Context: an optimization exercise on an open-source flow, tuned for small area, a short achievable clock period and few clock cycles per item. The choices shown serve that exercise and are no tape-out recipe.

// erf_crc0
module erf_crc0 (
    input  wire        clk,
    input  wire        rst,
    input  wire        in_valid,
    output reg         in_ready,
    input  wire [1:0]  in_op,
    input  wire [15:0] in_data,
    output reg         out_valid,
    input  wire        out_ready,
    output reg  [15:0] out_crc
);
    localparam [1:0] OP_BUILD  = 2'd0;
    localparam [1:0] OP_SEED   = 2'd1;
    localparam [1:0] OP_BYTE   = 2'd2;
    localparam [1:0] OP_FINISH = 2'd3;
    function [7:1] quot_inv;
        input [15:9] p;
        reg   [7:0]  h;
        integer      d, k;
        begin
            h = 8'h01;
            for (d = 1; d < 8; d = d + 1) begin
                h[d] = 1'b0;
                for (k = 1; k <= d; k = k + 1)
                    h[d] = h[d] ^ (p[16-k] & h[d-k]);
            end
            quot_inv = h[7:1];
        end
    endfunction
    function [15:0] table_of;
        input [15:0] poly;
        input [7:1]  hq;
        input [7:0]  x;
        reg   [7:0]  h;
        reg   [7:0]  q;      
        reg   [15:0] r;
        integer      i, m;
        begin
            h = {hq, 1'b1};
            for (i = 0; i < 8; i = i + 1) begin
                q[7-i] = 1'b0;
                for (m = 0; m <= i; m = m + 1)
                    q[7-i] = q[7-i] ^ (h[i-m] & x[7-m]);
            end
            r = 16'h0000;
            for (i = 0; i < 8; i = i + 1)
                r = r ^ ({16{q[7-i]}} & (poly << (7 - i)));
            table_of = r;
        end
    endfunction
    reg [15:0] poly;
    reg [7:1]  hq;
    reg [15:0] seed;
  ...
Size in the first run: roughly 85 flip-flops, ~40 I/O pins, about 4700 um2 of cells after synthesis.
==> module erf_crc0, before the edit <==
module erf_crc0 (
    input  wire        clk,
    input  wire        rst,
    input  wire        in_valid,
    output reg         in_ready,
    input  wire [1:0]  in_op,
    input  wire [15:0] in_data,
    output reg         out_valid,
    input  wire        out_ready,
    output reg  [15:0] out_crc
);
    localparam [1:0] OP_BUILD  = 2'd0;
    localparam [1:0] OP_SEED   = 2'd1;
    localparam [1:0] OP_BYTE   = 2'd2;
    localparam [1:0] OP_FINISH = 2'd3;
    function [7:1] quot_inv;
        input [15:9] p;
        reg   [7:0]  h;
        integer      d, k;
        begin
            h = 8'h01;
            for (d = 1; d < 8; d = d + 1) begin
                h[d] = 1'b0;
                for (k = 1; k <= d; k = k + 1)
                    h[d] = h[d] ^ (p[16-k] & h[d-k]);
            end
            quot_inv = h[7:1];
        end
    endfunction
    function [15:0] table_of;
        input [15:0] poly;
        input [7:1]  hq;
        input [7:0]  x;
        reg   [7:0]  h;
        reg   [7:0]  q;      
        reg   [15:0] r;
        integer      i, m;
        begin
            h = {hq, 1'b1};
            for (i = 0; i < 8; i = i + 1) begin
                q[7-i] = 1'b0;
                for (m = 0; m <= i; m = m + 1)
                    q[7-i] = q[7-i] ^ (h[i-m] & x[7-m]);
            end
            r = 16'h0000;
            for (i = 0; i < 8; i = i + 1)
                r = r ^ ({16{q[7-i]}} & (poly << (7 - i)));
            table_of = r;
        end
    endfunction
    reg [15:0] poly;
    reg [7:1]  hq;
    reg [15:0] seed;
    reg [15:0] crc_run;
    reg        s_valid;
    reg [1:0]  s_op;
    reg [7:0]  s_x;
    reg        pending;
    wire accept   = in_valid && in_ready;
    wire out_free = !out_valid || out_ready;
    wire fin      = s_valid && s_op == OP_FINISH;
    wire to_out   = pending ? out_ready : (fin && out_free);
    wire restart  = to_out || (s_valid && !s_op[1]);    
    wire step     = s_valid && s_op == OP_BYTE;
    wire [15:0] tx = table_of(poly, hq, s_x);
    reg pending_d, out_valid_d;
    reg [7:0] x_d;
    always @(*) begin
        pending_d = pending ? !out_ready : (fin && !out_free);
        out_valid_d = to_out || (out_valid && !out_ready);
        if (restart)
            x_d = seed[15:8] ^ in_data[7:0];
        else if (step)
            x_d = (crc_run[7:0] ^ in_data[7:0]) ^ tx[15:8];
        else
            x_d = crc_run[15:8] ^ in_data[7:0];
    end
    always @(posedge clk) begin
        if (accept && in_op == OP_BUILD)
            poly <= in_data;
        hq   <= quot_inv(poly[15:9]);
        s_op <= in_op;
        s_x  <= x_d;
        if (to_out)
            out_crc <= crc_run;
    end
    always @(posedge clk) begin
        if (rst) begin
            seed      <= 16'h0000;
            crc_run   <= 16'h0000;
            s_valid   <= 1'b0;
            pending   <= 1'b0;
            out_valid <= 1'b0;
            in_ready  <= 1'b1;
        end else begin
            if (accept && in_op == OP_SEED)
                seed <= in_data;
            s_valid   <= accept;
            pending   <= pending_d;
            out_valid <= out_valid_d;
            in_ready  <= !pending_d &&
                         !(accept && in_op == OP_FINISH && out_valid_d);
            if (restart)
                crc_run <= seed;
            else if (step)
                crc_run <= {crc_run[7:0] ^ tx[15:8], tx[7:0]};
        end
    end
endmodule
export LEC_CHECK = 0
export CAP_MARGIN = 20
export CORE_MARGIN = 2
export CORE_UTILIZATION = 40
export CTS_BUF_LIST = sky130_fd_sc_hd__clkbuf_4 sky130_fd_sc_hd__clkbuf_8
export CTS_CLUSTER_SIZE = 30
export PLACE_DENSITY = 0.6
export SETUP_SLACK_MARGIN = 5
export SLEW_MARGIN = 20
export SYNTH_MEMORY_MAX_BITS = 8192
create_clock -name core_clock -period 8.0 [get_ports {clk}]
run.sh (not shown) runs the stock make flow with config.mk's settings and CLKGATE_MAP_FILE= SYNTH_SCRIPT=/design/flow/synth_recipe.tcl, a recipe that flattens the netlist after the stock synthesis.
The starting point went through all stages and came out clean.
Then changed:
--- a/flow/design.v
+++ b/flow/design.v
@@ -26,20 +26,18 @@
             end
             quot_inv = h[7:1];
         end
     endfunction
     function [15:0] table_of;
         input [15:0] poly;
-        input [7:1]  hq;
+        input [7:0]  h;
         input [7:0]  x;
-        reg   [7:0]  h;
         reg   [7:0]  q;      
         reg   [15:0] r;
         integer      i, m;
         begin
-            h = {hq, 1'b1};
             for (i = 0; i < 8; i = i + 1) begin
                 q[7-i] = 1'b0;
                 for (m = 0; m <= i; m = m + 1)
                     q[7-i] = q[7-i] ^ (h[i-m] & x[7-m]);
             end
             r = 16'h0000;
@@ -59,31 +57,34 @@
     wire accept   = in_valid && in_ready;
     wire out_free = !out_valid || out_ready;
     wire fin      = s_valid && s_op == OP_FINISH;
     wire to_out   = pending ? out_ready : (fin && out_free);
     wire restart  = to_out || (s_valid && !s_op[1]);    
     wire step     = s_valid && s_op == OP_BYTE;
-    wire [15:0] tx = table_of(poly, hq, s_x);
+    wire [15:0] tx = table_of(poly, {hq, 1'b1} & {8{step}}, s_x);
+    reg [15:0] run_base;
+    always @(*) begin
+        if (step)
+            run_base = {crc_run[7:0], 8'h00};
+        else if (restart)
+            run_base = seed;
+        else
+            run_base = crc_run;
+    end
+    wire [15:0] run_d = run_base ^ tx;
     reg pending_d, out_valid_d;
-    reg [7:0] x_d;
     always @(*) begin
         pending_d = pending ? !out_ready : (fin && !out_free);
         out_valid_d = to_out || (out_valid && !out_ready);
-        if (restart)
-            x_d = seed[15:8] ^ in_data[7:0];
-        else if (step)
-            x_d = (crc_run[7:0] ^ in_data[7:0]) ^ tx[15:8];
-        else
-            x_d = crc_run[15:8] ^ in_data[7:0];
     end
     always @(posedge clk) begin
         if (accept && in_op == OP_BUILD)
             poly <= in_data;
         hq   <= quot_inv(poly[15:9]);
         s_op <= in_op;
-        s_x  <= x_d;
+        s_x  <= (run_base[15:8] ^ in_data[7:0]) ^ tx[15:8];
         if (to_out)
             out_crc <= crc_run;
     end
     always @(posedge clk) begin
         if (rst) begin
             seed      <= 16'h0000;
@@ -97,13 +98,10 @@
                 seed <= in_data;
             s_valid   <= accept;
             pending   <= pending_d;
             out_valid <= out_valid_d;
             in_ready  <= !pending_d &&
                          !(accept && in_op == OP_FINISH && out_valid_d);
-            if (restart)
-                crc_run <= seed;
-            else if (step)
-                crc_run <= {crc_run[7:0] ^ tx[15:8], tx[7:0]};
+            crc_run   <= run_d;
         end
     end
 endmodule
What happened: Final cell count increases by 8.4%; worst hold slack gets worse by 0.013 ns; count of clock-buffer cells in the layout grows by 2; cell area climbs by 4.9%; synthesized area grows by 7.9%; sequential share of layout area drops by 1.8 points.
Function was not checked in any run of this note: the RTL went through the layout flow alone.

what the ideal ports hide:
The flow's constraints put no driver on any port. The routed layouts listed below were extracted and timed again, unchanged, in two steps. Step 1 sets driving cells, clkbuf_16 on the clock port and buf_2 on the other inputs (assumed; they add their load-dependent delay and slew). Step 2 adds t to the input delays and takes it off the output delays; t is the mean of the earliest and latest rising clock arrival at the registers after step 1. Input paths then give back, and output paths get back, about the clock's delay inside the block. Slacks: ideal ports / drivers / drivers and shift; pairs: ideal ports / drivers.
run | t (ns) | setup slack, ns | clock arrival spread, ns
the first run | 0.377 | 5.109 / 5.077 / 4.807 | 0.007 / 0.007
the second run | 0.397 | 5.016 / 5.020 / 4.623 | 0.010 / 0.010
After both steps setup and hold are still met in every run listed. For the second run, which loses most, drivers alone change the setup slack by +0.004 ns; drivers and shift together by -0.393 ns.
